This is an optimization exercise on Yosys and OpenROAD, whose aim is small area, a short achievable clock period and few clock cycles, not a production implementation.
The RTL was checked by simulation tests, not by an equivalence proof against the original design.
Power is estimated from default activity; no workload was simulated.

==> trial 86 <==
// pissoff_det
module pissoff_det (
    input  wire        clk,
    input  wire        rst,           
    input  wire        cmd_valid,
    output wire        cmd_ready,
    input  wire [31:0] cmd_data,
    input  wire        cmd_timer,     
    output reg         rsp_valid,
    output wire [31:0] rsp_data,
    output wire [3:0]  rsp_fault,
    output reg         adc_req,
    input  wire        adc_valid,
    input  wire [9:0]  adc_data,
    output reg         emit,
    output reg         ind
);
    localparam [7:0] OP_MEASURE   = 8'h20;
    localparam [7:0] OP_GET_AVG   = 8'h21;
    localparam [7:0] OP_START     = 8'h22;
    localparam [7:0] OP_STOP      = 8'h23;
    localparam [7:0] OP_TICK      = 8'h24;
    localparam [7:0] OP_IS_ALARM  = 8'h25;
    localparam [7:0] OP_CALIBRATE = 8'h26;
    localparam [7:0] OP_ARM_BLINK = 8'h30;
    localparam [7:0] OP_DISARM    = 8'h31;
    localparam [7:0] OP_READ_REG  = 8'h40;
    localparam [3:0] F_NONE        = 4'h0;
    localparam [3:0] F_ILLEGAL     = 4'h1;
    localparam [3:0] F_RESERVED    = 4'h2;
    localparam [3:0] F_WRONG_AGENT = 4'h3;
    localparam [3:0] F_PMODE_BUSY  = 4'h6;
    localparam [3:0] F_BAD_REGNO   = 4'h7;
    localparam [3:0] F_UNWRITTEN   = 4'h9;
    localparam [1:0] PM_OFF = 2'd0, PM_BLINK = 2'd1, PM_DETECT = 2'd2;
    localparam [1:0] K_MEAS = 2'd0, K_AVG = 2'd1, K_TICK = 2'd2, K_CAL = 2'd3;
  ...
export LEC_CHECK = 0
export CAP_MARGIN = 20
export CORE_MARGIN = 2
export CORE_UTILIZATION = 40
export CTS_BUF_LIST = sky130_fd_sc_hd__clkbuf_8
export CTS_CLUSTER_DIAMETER = 200
export CTS_CLUSTER_SIZE = 30
export SLEW_MARGIN = 20
create_clock -name core_clock -period 55.0 [get_ports {clk}]
standard.sh (not shown) runs the stock make flow with config.mk's settings and CLKGATE_MAP_FILE= SYNTH_SCRIPT=/design/flow/synth_recipe.tcl, a recipe that flattens the netlist after the stock synthesis.
==> flow/flow/run.sh <==
#!/bin/bash
# Layout: the standard flow's own ORFS flow (standard.sh, standard synthesis), with the
# port buffers made plain sky130_fd_sc_hd__buf_1 cells.  Every port still
# gets its own buffer.  make's full output goes to flow_make.log here; the
# ORFS tool logs stay under orfs/logs/.
set -euo pipefail
bash standard.sh BUFFER_PORTS_ARGS="-buffer_cell sky130_fd_sc_hd__buf_1" finish > flow_make.log 2>&1
==> trial 15 (differences from trial 86) <==
--- a/flow/design.v
+++ b/flow/design.v
@@ -62,11 +62,11 @@
     assign cmd_ready = rdy;
     assign rsp_data  = {6'd0, W[25:0]};
     assign rsp_fault = W[29:26];
     wire [7:0] c_op    = W[15:8];
     wire [7:0] c_a8    = W[7:0];
-    wire       c_rsvnz = W[16];
+    wire       c_rsvnz = W[16] | W[18];
     wire       c_tmr   = W[17];
     wire op_meas  = (c_op == OP_MEASURE);
     wire op_avg   = (c_op == OP_GET_AVG);
     wire op_start = (c_op == OP_START);
     wire op_stop  = (c_op == OP_STOP);
@@ -126,36 +126,39 @@
     wire [9:0] c_rdata = !c_ok    ? 10'd0 :
                          op_alarm ? {9'd0, alarm} :
                          op_rreg  ? reg_rdata :
                          op_tick  ? {1'b0, thresh} : 10'd0;
     wire take    = adc_req & adc_valid;
-    wire adv     = take | xd;
+    wire adv     = sv | xd;
     wire sc_wrap = (sc == 4'd15);
-    wire [1:0] ph_n = sc_wrap ? {ph == 2'd1, ph == 2'd0} : ph;
+    wire [1:0] ph_nx = {ph == 2'd1, ph == 2'd0};      
+    wire [1:0] ph_n  = sc_wrap ? ph_nx : ph;
     wire iv_inc  = sc_wrap && (ph == 2'd2);
+    wire [1:0] ph_k1 = ((sv && sc >= 4'd14) || (!sv && sc_wrap)) ? ph_nx : ph;
+    wire last16  = sv ? (sc == 4'd14) : sc_wrap;
     wire [13:0] acc_sum;
     wire [9:0]  ovs     = acc[13:4];
     wire [9:0]  df;
     wire        dnb;                                  
     wire        dneg    = !dnb;
     wire [9:0]  ad      = df ^ {10{dneg}};
     wire [13:0] dsum_sum;
     wire [12:0] bsum_sum;
-    pd_add #(14) u_acc  (.a((sc == 4'd1) ? 14'd0 : acc), .b({4'd0, sr}), .ci(1'b0),
+    pd_add #(14) u_acc  (.a((sc == 4'd0) ? 14'd0 : acc), .b({4'd0, sr}), .ci(1'b0),
                          .s(acc_sum), .co());
     pd_add #(10) u_df   (.a(ovs), .b(~sprev), .ci(1'b1), .s(df), .co(dnb));
     pd_add #(14) u_dsum (.a(((ph == 2'd2) && (iv == 3'd0)) ? 14'd0 : dsum), .b({4'd0, ad}),
                          .ci(dneg), .s(dsum_sum), .co());
     pd_add #(13) u_bsum (.a((iv == 3'd0) ? 13'd0 : bsum), .b({3'd0, ovs}), .ci(1'b0),
                          .s(bsum_sum), .co());
     wire [9:0]  A    = dsum[13:4];                    
     wire [9:0]  head = ~bsum[12:3];                   
     wire [9:0]  dvs  = {head[9:1], head[0] | (bsum[12:3] == 10'h3FF)};
     wire kwin  = sv && run && (iv == 3'd7);
-    wire kload = kwin && (ph == 2'd1) && (sc == 4'd2);
-    wire kmul  = kwin && (ph == 2'd1) && (sc >= 4'd3) && (sc <= 4'd12);
-    wire kdiv  = kwin && (ph == 2'd2) && (sc >= 4'd1) && (sc <= 4'd10);
+    wire kload = kwin && (ph == 2'd1) && (sc == 4'd1);
+    wire kmul  = kwin && (ph == 2'd1) && (sc >= 4'd2) && (sc <= 4'd11);
+    wire kdiv  = kwin && (ph == 2'd2) && (sc <= 4'd9);
     wire xmul  = xd && ((ph == 2'd0) || ((ph == 2'd1) && (sc < 4'd4)));
     wire xopen = (ph == 2'd0) && (sc < 4'd10);
     wire xdiv  = xd && (((ph == 2'd1) && (sc >= 4'd4)) || ((ph == 2'd2) && (sc < 4'd8)));
     wire xdone = xd && (ph == 2'd2) && (sc == 4'd8);
     wire [9:0]  opnd = xd ? (xopen ? A : 10'd0) : dvs;
@@ -167,11 +170,11 @@
     wire [10:0] dd;
     wire        dge;
     pd_add #(11) u_div (.a(rp), .b(~{1'b0, dv}), .ci(1'b1), .s(dd), .co(dge));
     wire [9:0]  rn   = dge ? dd[9:0] : rp[9:0];
     wire hit;
-    pd_add #(11) u_hit (.a({A, 1'b0}), .b(~{W[19:10], (W[29:20] != 10'd0)}), .ci(1'b1),
+    pd_add #(10) u_hit (.a(A), .b(~W[19:10]), .ci(1'b1),
                         .s(), .co(hit));
     wire        qsat  = (W[19:16] != 4'd0);
     wire        q300  = (W[19:9] != 11'd0) ||
                         (W[8:0] >= 9'd300);
     wire [8:0]  ct5;
@@ -202,18 +205,20 @@
     wire s_ld   = kload || fin_x;
     wire s_mul  = kmul || xmul;
     wire s_div  = kdiv || xdiv;
     wire s_none = !(s_cap || s_dec || s_avg || s_r01 || s_xm || s_ct || s_ld || s_mul || s_div);
     wire s_lo   = s_none || ((s_ld || s_mul || s_div) && !xd);    
-    wire [29:0] keep_m = {{12{s_none || s_cap || s_ct}}, {9{s_none || s_ct}}, 9'd0} |
+    wire [29:0] keep_m = {{11{s_none || s_cap || s_ct}}, {4{s_none || s_ct}}, {6{s_none || s_ct || s_xm}},
+                          {9{s_xm}}} |
                          {20'd0, {10{s_lo}}};
-    wire [29:0] w_cap  = {12'd0, cmd_timer, (cmd_data[23:8] != 16'd0), cmd_data[31:24], cmd_data[7:0]};
+    wire [29:0] w_cap  = {11'd0, (cmd_data[23:16] != 8'd0), cmd_timer, (cmd_data[15:8] != 8'd0),
+                          cmd_data[31:24], cmd_data[7:0]};
     wire [29:0] w_resp = s_dec ? {c_fault, 16'd0, c_rdata} :
                          s_avg ? {20'd0, ovs} :
                          {29'd0, cal_done && !hit};
-    wire [29:0] w_xm   = {4'd0, head, W[15:0] | {16{qsat}}};
-    wire [29:0] w_ld   = {10'd0, fin_x ? 10'd1000 : {1'b0, W[8:0]}, 10'd0};
+    wire [29:0] w_xm   = {4'd0, head, {16{qsat}}};
+    wire [29:0] w_ld   = fin_x ? {10'd0, 10'd1000, 10'd0} : {10'd999, 1'b0, W[8:0], 10'd0};
     wire [29:0] w_mul  = {msum, W[19:11], W[10:1]};
     wire [29:0] w_div  = {rn, W[18:10], xd ? W[9] : dge, W[8:0], dge};
     wire [29:0] w_ct   = {21'd0, ct5};
     wire [29:0] W_next = (keep_m & W) |
                          ({30{s_cap}} & w_cap) |
@@ -224,11 +229,11 @@
                          ({{20{s_mul}}, {10{s_mul && xd}}} & w_mul) |
                          ({{20{s_div}}, {10{s_div && xd}}} & w_div);
     always @(posedge clk) begin
         sr <= adc_data;
         sv <= take;
-        og <= sv && (sc == 4'd0);
+        og <= sv && sc_wrap;
         fin <= og && (ph == 2'd0) && (iv == 3'd0) && run && (kind != K_AVG);
         if (dec || xdone) begin
             sc <= 4'd0;
             ph <= 2'd0;
             iv <= 3'd0;
@@ -243,13 +248,13 @@
             if (ph != 2'd1) dsum <= dsum_sum;
             if (ph != 2'd0) sprev <= ovs;
         end
         W <= W_next;
         if (take) begin
-            emit <= (ph_n == 2'd1) && (kind != K_AVG);
-            if (sc_wrap && ((kind == K_AVG) ||
-                            ((ph == 2'd2) && (iv == 3'd7) && !keep_sampling)))
+            emit <= (ph_k1 == 2'd1) && (kind != K_AVG);
+            if (last16 && ((kind == K_AVG) ||
+                           ((ph == 2'd2) && (iv == 3'd7) && !keep_sampling)))
                 adc_req <= 1'b0;
         end
         if (dec_meas || cal_more || x_calgo)
             adc_req <= 1'b1;
         if (x_calgo) begin
==> flow/flow/run.sh (replaced) <==
#!/bin/bash
set -euo pipefail
here=$PWD
R=$here/orfs/results/sky130hd/pissoff_det/base
LIB=$FLOW_HOME/platforms/sky130hd/lib/sky130_fd_sc_hd__tt_025C_1v80.lib
EXTRA=(
  "BUFFER_PORTS_ARGS=-buffer_cell sky130_fd_sc_hd__buf_1"
  "SETUP_SLACK_MARGIN=42.95"
  "SETUP_MOVE_SEQUENCE=sizeup"
  "CTS_ARGS=-sink_clustering_enable -repair_clock_nets -buf_list sky130_fd_sc_hd__clkbuf_8 -dont_use_dummy_load"
)
bash standard.sh "${EXTRA[@]}" synth > flow_synth.log 2>&1

cp "$R/1_2_yosys.v" "$here/std_netlist.v"
sed -e "s#@LIB@#$LIB#g" -e "s#@IN@#$here/std_netlist.v#g" -e "s#@OUT@#$here/reopt_netlist.v#g" \
    -e "s#@ABC@#$here/flow/area.abc#g" flow/reopt.ys > reopt_run.ys
# keep the re-mapped netlist only if Yosys proves it equivalent to the
# standard one (flip-flops paired by instance name)
if yosys -s reopt_run.ys > flow_reopt.log 2>&1 &&
   sed -e "s#@LIB@#$LIB#g" -e "s#@IN@#$here/std_netlist.v#g" -e "s#@OUT@#$here/reopt_netlist.v#g" \
       flow/equiv.ys > equiv_run.ys &&
   yosys -s equiv_run.ys > flow_equiv.log 2>&1; then
  cp "$here/reopt_netlist.v" "$R/1_2_yosys.v"
  rm -f "$R/1_synth.odb" "$R/1_synth.sdc"
fi

bash standard.sh "${EXTRA[@]}" finish > flow_finish.log 2>&1
==> flow/flow/area.abc (new file) <==
strash
dch
map -a
topo
stime -p
==> flow/flow/equiv.ys (new file) <==
# Prove the re-mapped netlist equivalent to the standard synthesis netlist.
read_liberty -ignore_miss_func @LIB@
read_verilog @IN@
rename pissoff_det gold
read_verilog @OUT@
rename pissoff_det gate
flatten gold gate
equiv_make gold gate equiv
hierarchy -top equiv
equiv_simple -seq 2
equiv_induct
equiv_status -assert
==> flow/flow/reopt.ys (new file) <==
# Re-map the combinational logic of the standard synthesis netlist for area.
# Flip-flops, adder cells and tie cells stay black boxes, so every register
# keeps its instance name and its cell type.
read_liberty -ignore_miss_func @LIB@
read_verilog @IN@
hierarchy -top pissoff_det
blackbox sky130_fd_sc_hd__dfxtp_1 sky130_fd_sc_hd__dfxtp_2 sky130_fd_sc_hd__dfxtp_4 sky130_fd_sc_hd__edfxtp_1 sky130_fd_sc_hd__fa_1 sky130_fd_sc_hd__ha_1 sky130_fd_sc_hd__conb_1
flatten -noscopeinfo
rename -hide w:*.*
opt_clean -purge
tee -o reopt_before.txt stat
design -stash top
read_liberty -lib @LIB@
design -copy-from top -as pissoff_det pissoff_det
hierarchy -top pissoff_det
abc -liberty @LIB@ -script @ABC@ -dont_use sky130_fd_sc_hd__probe_p_8 -dont_use sky130_fd_sc_hd__probec_p_8 -dont_use sky130_fd_sc_hd__lpflow_* -dont_use sky130_fd_sc_hd__clkdly* -dont_use sky130_fd_sc_hd__dlygate* -dont_use sky130_fd_sc_hd__dlymetal*
opt_clean -purge
hilomap -singleton -hicell sky130_fd_sc_hd__conb_1 HI -locell sky130_fd_sc_hd__conb_1 LO
splitnets
opt_clean -purge
insbuf -buf sky130_fd_sc_hd__buf_4 A X
check -assert
tee -o reopt_after.txt stat -liberty @LIB@
write_verilog -noattr -noexpr -nohex -nodec @OUT@
- CTS_CLUSTER_DIAMETER: 200 -> default
- CTS_CLUSTER_SIZE: 30 -> default
==> qor summary <==
Run status: trial 86 timing/DRC/antenna clean; trial 15 timing/DRC/antenna clean
Number of placement rows: trial 86 55; trial 15 54
Post-CTS Resized: trial 86 0; trial 15 26
Leakage: trial 86 3.90 nW; trial 15 3.47 nW
Crit path max fanout: trial 86 18; trial 15 13
Post-synthesis cell count: trial 86 973; trial 15 1,013
Syn Area/Cell: trial 86 9.59 um2; trial 15 8.78 um2
Routed length on met1: trial 86 12.2 mm; trial 15 11.5 mm
Via count normalized by instance count: trial 86 5.74; trial 15 5.50
Met3 layer usage reported by global route: trial 86 4.82%; trial 15 5.47%
Worst slack after detailed placement: trial 86 42.75 ns; trial 15 42.72 ns
Routed length per placed instance: trial 86 20.0 um; trial 15 18.3 um
Post-Route Hold Slack: trial 86 0.469 ns; trial 15 0.467 ns
Worst clock skew on the final layout: trial 86 0.0148 ns; trial 15 0.0244 ns
Die height: trial 86 157 um; trial 15 153 um
Maximum number of pins on one net before global-route repair: trial 86 27; trial 15 28
Testbench counts of trial 86, summed over its fixed seeds: cycles 267,872.
Testbench counts of trial 15, summed over its fixed seeds: cycles 267,872.

[afterwards: timing with drivers on the ports]
Ports are ideal in the flow. The routed layouts listed here were re-timed in OpenROAD. Step 1 assumes that a clkbuf_16 drives the clock port and a buf_2 every other input. Step 2, shift: input delay + t, output delay - t, t = (earliest + latest rising clock arrival at the registers) / 2. This alone moves slack from input paths to output paths. Three values: ideal, step 1, step 2; two values: the first two.
run	t (ns)	setup WS [ns]	worst hold slack (ns)	slew at the worst register clock pin (ns)	worst data-port slew with drivers (ns)
trial 86	0.508	42.475 / 42.431 / 42.755	0.469 / 0.469 / 0.469	0.09 / 0.09	0.04
trial 15	0.489	42.971 / 42.930 / 42.703	0.467 / 0.467 / 0.467	0.09 / 0.09	0.03
After both steps setup and hold are still met in every run listed. For trial 15, which loses most, drivers alone change the setup slack by -0.041 ns; drivers and shift together by -0.268 ns.
